Background: an optimization exercise with open tools, aiming at a short achievable clock period and few clock cycles. Do not read the settings as production practice. The RTL was checked by simulation tests, not by an equivalence proof against the original design. Power and IR drop assume default switching activity.

==> inputs of job 5915 <==
==> flow/design.v (excerpt) <==
module simplecvm_core (
    input  wire        clk,
    input  wire        rst,
    output reg         mem_req,
    input  wire        mem_gnt,
    output reg         mem_we,
    output reg         mem_wide,
    output reg  [14:0] mem_addr,
    output reg  [15:0] mem_wdata,
    input  wire        mem_rvalid,
    input  wire [15:0] mem_rdata,
    output reg         out_valid,
    output reg         out_chr,
    output reg  [15:0] out_data,
    output wire        halted,
    output wire        faulted,
    output reg  [2:0]  fault_cause,
    output reg  [15:0] fault_pc,
    output reg  [15:0] fault_info
);
clock: 8.0 ns
lec_check: 0
cap_margin: 20
core_margin: 2
core_utilization: 40
setup_slack_margin: 3.0
slew_margin: 20
tns_end_percent: 10
run.sh (not shown) runs the stock make flow with config.mk's settings and CLKGATE_MAP_FILE= SYNTH_SCRIPT=/design/flow/synth_recipe.tcl, a recipe that flattens the netlist after the stock synthesis.
==> job 3398: changes against job 5915 <==
Settings changed: CAP_MARGIN 20 to 30, CORE_UTILIZATION 40 to 35, SLEW_MARGIN 20 to 30.
==> notes.md <==
                                                                                  job 3398                 job 5915
Post-DP Area                                                                    0.138 mm^2               0.137 mm^2
Later-pin clock latency in the skew report                                          970 ps                   950 ps
Number of antenna violations at the first check in global routing                       19                       26
Worst hold start                                                                    lp[12]                    lp[0]
Final Core Density                                                                   41.4%                    46.9%
Die span in x                                                                       612 um                   573 um
Inverters excl. clock                                                                  196                      195
Sequential fraction of design power                                                  48.9%                    49.1%
Clock-pin transition on the worst setup and hold timing paths                        60 ps                    70 ps
Status                                                             complete, no violations  complete, no violations
Relative max-transition margin                                                       23.9%                    19.4%
Vias per cell                                                                         5.93                     6.22
Layout area overhead                                                                 17.7%                    16.6%
Setup Buffers After CTS                                                                114                      107
Number of tap instances                                                              4,950                    4,305
Resized Gates After CTS                                                                302                      272
Testbench counts of job 5915, summed over its fixed seeds: cycles 27,412.
Testbench counts of job 3398, summed over its fixed seeds: cycles 27,412.

* * *

==> v8 <==
Another version of the RTL of simplecvm_core (not shown whole).
clock: 8.0 ns
lec_check: 0
cap_margin: 20
core_margin: 2
core_utilization: 40
setup_slack_margin: 2.5
slew_margin: 20
tns_end_percent: 10
==> inputs of v30, as changes to v8 <==
--- a/flow/design.v
+++ b/flow/design.v
@@ -113,13 +113,14 @@
     reg         q_pois [0:3];     
     reg  [1:0]  q_head, q_tail;
     reg  [2:0]  q_cnt;
     reg  [15:0] fpc;              
     reg  [14:0] pf;               
-    reg  [13:0] cmax;             
+    reg  [7:0]  cmax;             
     reg         fill_en;          
     reg         ex_v;
+    reg         ex_ms;            
     reg  [7:0]  ex_b1;
     reg  [15:0] ex_w;
     reg  [15:0] ex_pc;
     reg         ex_halt, ex_load, ex_loadi, ex_store, ex_storei, ex_outi;
     reg         ex_jmp, ex_jz, ex_jn, ex_jo, ex_alu, ex_alur, ex_sub;
@@ -223,12 +224,11 @@
     wire [1:0]  rlo = ex_b1[1:0];
     wire [1:0]  rhi = ex_b1[7:6];
     wire        e_act = ex_v && !stopped;
     wire        head_fill = q_fill[q_head];
     wire        lw_resp = lw_v && mem_rvalid && !head_fill && !q_disc[q_head];
-    wire        fwd_lo = lw_v && lw_wr && (lw_reg == rlo);
-    wire        fwd_hi = lw_v && lw_wr && (lw_reg == rhi);
+    reg         fwd_lo, fwd_hi;   
     wire [15:0] xa = fwd_lo ? mem_rdata : x[rlo];
     wire [15:0] xb = fwd_hi ? mem_rdata : x[rhi];
     wire        fz_f = (lw_v && lw_zn) ? (mem_rdata == 16'h0000) : fz;
     wire        fn_f = (lw_v && lw_zn) ? mem_rdata[15] : fn;
     wire        e_ptr   = ex_loadi || ex_storei || ex_outi;
@@ -269,40 +269,55 @@
     wire [15:0] alu_a = xa;
     wire [15:0] alu_b = (ex_alur ? xb : ex_w) ^ {16{ex_sub}};
     wire [16:0] alu_s = {1'b0, alu_a} + {1'b0, alu_b} + {16'd0, ex_sub};
     wire [15:0] alu_r = alu_s[15:0];
     wire        alu_o = (alu_a[15] == alu_b[15]) && (alu_r[15] != alu_a[15]);
+    wire [15:0] alu_t = alu_a ^ alu_b;
+    wire        alu_z = (alu_t == {alu_a[14:0] | alu_b[14:0], ex_sub});
     wire        e_taken = (ex_jz && fz_f) || (ex_jn && fn_f) || (ex_jo && fo);
     wire        e_redir = e_done && !e_fault && e_taken;
-    wire        e_cstore = e_acc && e_wr && (e_da[14:1] <= cmax);
-    wire        fill_req = fill_en && !e_want && !halt_now && !stopped;
+    wire        e_cstore = e_acc && e_wr && (e_da[14:7] <= cmax);
+    wire        fill_req = fill_en && !ex_ms && !halt_now && !stopped;
     wire        fill_acc = fill_req && mem_gnt;
     always @(*) begin
         mem_req   = e_req || fill_req;
-        mem_we    = e_want && e_wr;
+        mem_we    = ex_ms && e_wr;
         mem_wide  = 1'b1;
-        mem_addr  = e_want ? e_da[14:0] : {pf[13:0], 1'b0};
+        mem_addr  = ex_ms ? e_da[14:0] : {pf[13:0], 1'b0};
         mem_wdata = x[rlo];
     end
     assign halted  = st_halt || halt_now;
     assign faulted = st_fault;
     wire        push = mem_gnt && (e_want ? (e_rd && e_req) : fill_req);
     wire        pop  = mem_rvalid && (q_cnt != 3'd0);
-    wire        fill_wr = pop && head_fill && !q_pois[q_head] && !e_cstore;
+    wire        fill_wr = pop && head_fill && !q_pois[q_head];
     wire [13:0] fill_word = q_word[q_head];
     wire [2:0]  q_cnt_n = q_cnt + {2'd0, push} - {2'd0, pop};
     wire [15:0] ia1 = e_da + 16'd1;
     reg         s_match;
     always @(*) begin
         s_match = 1'b0;
         for (j = 0; j < 4; j = j + 1)
             if (dv[j] && da[j] == e_da[14:0]) s_match = 1'b1;
     end
     wire        f_take = !ex_v || e_done;    
-    wire [14:0] pf_inc = pf + {14'd0, fill_acc};
-    wire [14:0] pf_s = (pf_inc < {1'b0, fw0}) ? {1'b0, fw0} : pf_inc;
-    wire        pf_s_ok = !pf_s[14] && (pf_s < {1'b0, fw0} + WIN);
+    wire        lw_new  = e_done && !e_fault && e_rd && !d_in && !ex_halt && !ex_load &&
+                          !ex_alu && !ex_alur && !ex_out && !ex_outr;
+    wire        lw_v_n  = lw_new || (lw_v && !lw_resp);
+    wire        lw_wr_n = lw_new ? ex_loadi : lw_wr;
+    wire [1:0]  lw_reg_n = lw_new ? rlo : lw_reg;
+    wire [7:0]  b1_n = f_take ? fb1 : ex_b1;
+    wire        fwd_lo_n = lw_v_n && lw_wr_n && (lw_reg_n == b1_n[1:0]);
+    wire        fwd_hi_n = lw_v_n && lw_wr_n && (lw_reg_n == b1_n[7:6]);
+    wire [14:0] pf_p1 = pf + 15'd1;
+    wire [14:0] pf_s0 = (pf < {1'b0, fw0}) ? {1'b0, fw0} : pf;
+    wire [14:0] pf_s1 = (pf_p1 < {1'b0, fw0}) ? {1'b0, fw0} : pf_p1;
+    wire [14:0] fwin = {1'b0, fw0} + WIN;
+    wire        pf_ok0 = !pf_s0[14] && (pf_s0 < fwin);
+    wire        pf_ok1 = !pf_s1[14] && (pf_s1 < fwin);
+    wire [14:0] pf_s = fill_acc ? pf_s1 : pf_s0;
+    wire        pf_s_ok = fill_acc ? pf_ok1 : pf_ok0;
     wire        redir_f = f_take && f_ok && f_jmp;
     wire        redir_any = e_redir || e_cstore || redir_f;
     wire [14:0] pf_n = e_redir ? {1'b0, ex_w[14:1]} :
                        e_cstore ? {1'b0, fpc[14:1]} :
                        redir_f ? {1'b0, fwv[14:1]} : pf_s;
@@ -315,13 +330,16 @@
             cval <= 64'd0;
             q_head <= 2'd0; q_tail <= 2'd0; q_cnt <= 3'd0;
             fpc <= 16'h0000;
             fs  <= fsel(16'h0000);
             pf <= 15'd0;
-            cmax <= 14'd0;
+            cmax <= 8'd0;
+            fwd_lo <= 1'b0;
+            fwd_hi <= 1'b0;
             fill_en <= 1'b1;
             ex_v <= 1'b0;
+            ex_ms <= 1'b0;
             lw_v <= 1'b0;
             for (i = 0; i < 4; i = i + 1) dv[i] <= 1'b0;
             dptr <= 2'd0;
             out_valid <= 1'b0;
             out_chr <= 1'b0;
@@ -344,11 +362,11 @@
                 cdat[fill_word[5:0]] <= mem_rdata;
                 cpd[fill_word[5:0]]  <= {pdec(mem_rdata[15:8]), pdec(mem_rdata[7:0])};
                 ctag[fill_word[5:0]] <= fill_word[13:6];
                 cval[fill_word[5:0]] <= 1'b1;
             end
-            if (fill_acc && pf[13:0] > cmax) cmax <= pf[13:0];
+            if (fill_acc && pf[13:6] > cmax) cmax <= pf[13:6];
             if (e_acc && e_wr) begin
                 lw_sa <= 1'b0;
                 for (i = 0; i < 4; i = i + 1) begin
                     if (dv[i] && da[i] == e_da[14:0]) dd[i] <= x[rlo];
                     else if (dv[i] && (da[i] == ia1[14:0] || da[i] + 15'd1 == e_da[14:0])) dv[i] <= 1'b0;
@@ -393,11 +411,11 @@
                     x[rlo] <= ex_w;
                     if (!rlo[1]) begin fz <= (ex_w == 16'h0000); fn <= ex_w[15]; end
                     else aoob[rlo[0]] <= ex_w[15] || (ex_w[14:0] == 15'h7FFF);
                 end else if (ex_alu || ex_alur) begin
                     x[rlo] <= alu_r;
-                    fz <= (alu_r == 16'h0000); fn <= alu_r[15]; fo <= alu_o;
+                    fz <= alu_z; fn <= alu_r[15]; fo <= alu_o;
                 end else if (ex_out) begin
                     out_valid <= 1'b1;
                     out_chr   <= ex_chr;
                     out_data  <= ex_chr ? {8'h00, ex_w[7:0]} : ex_w;
                 end else if (ex_outr) begin
@@ -423,18 +441,23 @@
                     lw_chr  <= ex_chr;
                     lw_addr <= e_pv[14:0];
                     lw_sa   <= 1'b1;
                 end
             end
+            fwd_lo <= fwd_lo_n;
+            fwd_hi <= fwd_hi_n;
             if (e_redir) begin
                 fpc  <= ex_w;
                 fs   <= fsel(ex_w);
                 ex_v <= 1'b0;
+                ex_ms <= 1'b0;
             end else if (e_cstore) begin
                 ex_v <= 1'b0;
+                ex_ms <= 1'b0;
             end else if (f_take) begin
                 ex_v <= f_ok;
+                ex_ms <= f_ok && (f_loadi || f_storei || f_store || f_outi);
                 if (f_ok) begin
                     fpc <= f_next;
                     fs  <= fs_next;
                 end
             end
- SETUP_SLACK_MARGIN: 2.5 -> 3.0
==> summary of the runs <==
- v8 passed the timing, DRC and antenna checks. v30 finished clean.
- Of v8 and v30, v30 has the higher core utilization (gap 0.15 points).
- Of v30 and v8, v30 has the higher synthesized area (gap about 1.4%, measured against v8).
- Of v30 and v8, v30 has the higher cell area (gap 1.5%, measured against v8).
- In v30 the total power is lower than in v8, by about 26%.
- Of v30 and v8, v30 has the higher die area (gap about 1.4%, measured against v8).
- Count of clock-buffer cells in the layout is the same in v8 and v30.
==> figures <==
Pwr dens: v8 297.5 nW/um2; v30 218.2 nW/um2
Via count: v8 81284; v30 85494
Maximum number of pins on one net before global-route repair: v8 70; v30 85
Pre-CTS setup slack: v8 0.6407 ns; v30 1.408 ns
Placed instance count: v8 12516; v30 12783
Site Rows: v8 203; v30 204
Logic inverters: v8 157; v30 172
Power consumed by sequential cells: v8 16400 uW; v30 15600 uW
Status: v8 no timing/DRC/antenna violations; v30 no timing/DRC/antenna violations
Worst vdd ir: v8 184.4 uV; v30 175.5 uV
Cells after Synth: v8 8442; v30 8766
Number of library cell types mapped by synthesis: v8 115; v30 116
Synthesized-area fraction occupied by adder cells: v8 1.606%; v30 1.863%
Testbench counts of v8, summed over its fixed seeds: cycles 29,988.
Testbench counts of v30, summed over its fixed seeds: cycles 29,988.

what the ideal ports hide:
No port has a modelled driver above. Below, the same layouts with a new extraction and two added sets of constraints.
Step 1: set_driving_cell puts a clkbuf_16 on clk and a buf_2 on each other input, an assumption about the parent block.
Step 2 also shifts input and output timing later by t, the mid clock arrival at the registers, as if the neighbouring blocks saw the same clock.
a / b / c = ideal / step 1 / step 2; a / b = the first two.
run	shift t [ns]	setup WS [ns]	worst hold slack (ns)	worst slew at a driven data input, ns	pins driven straight from the clock port
job 5915	1.031	2.793 / 2.682 / 1.857	0.443 / 0.443 / 0.443	0.09	1
job 3398	1.042	2.766 / 2.705 / 1.935	0.440 / 0.440 / 0.440	0.08	1
v8	0.994	2.376 / 2.344 / 1.495	0.453 / 0.453 / 0.453	0.17	1
v30	1.021	2.800 / 2.742 / 1.860	0.450 / 0.450 / 0.450	0.18	1
After both steps setup and hold are still met in every run listed. The setup slack of v30, which loses most, moves by -0.058 ns with the drivers and by -0.940 ns with both steps.
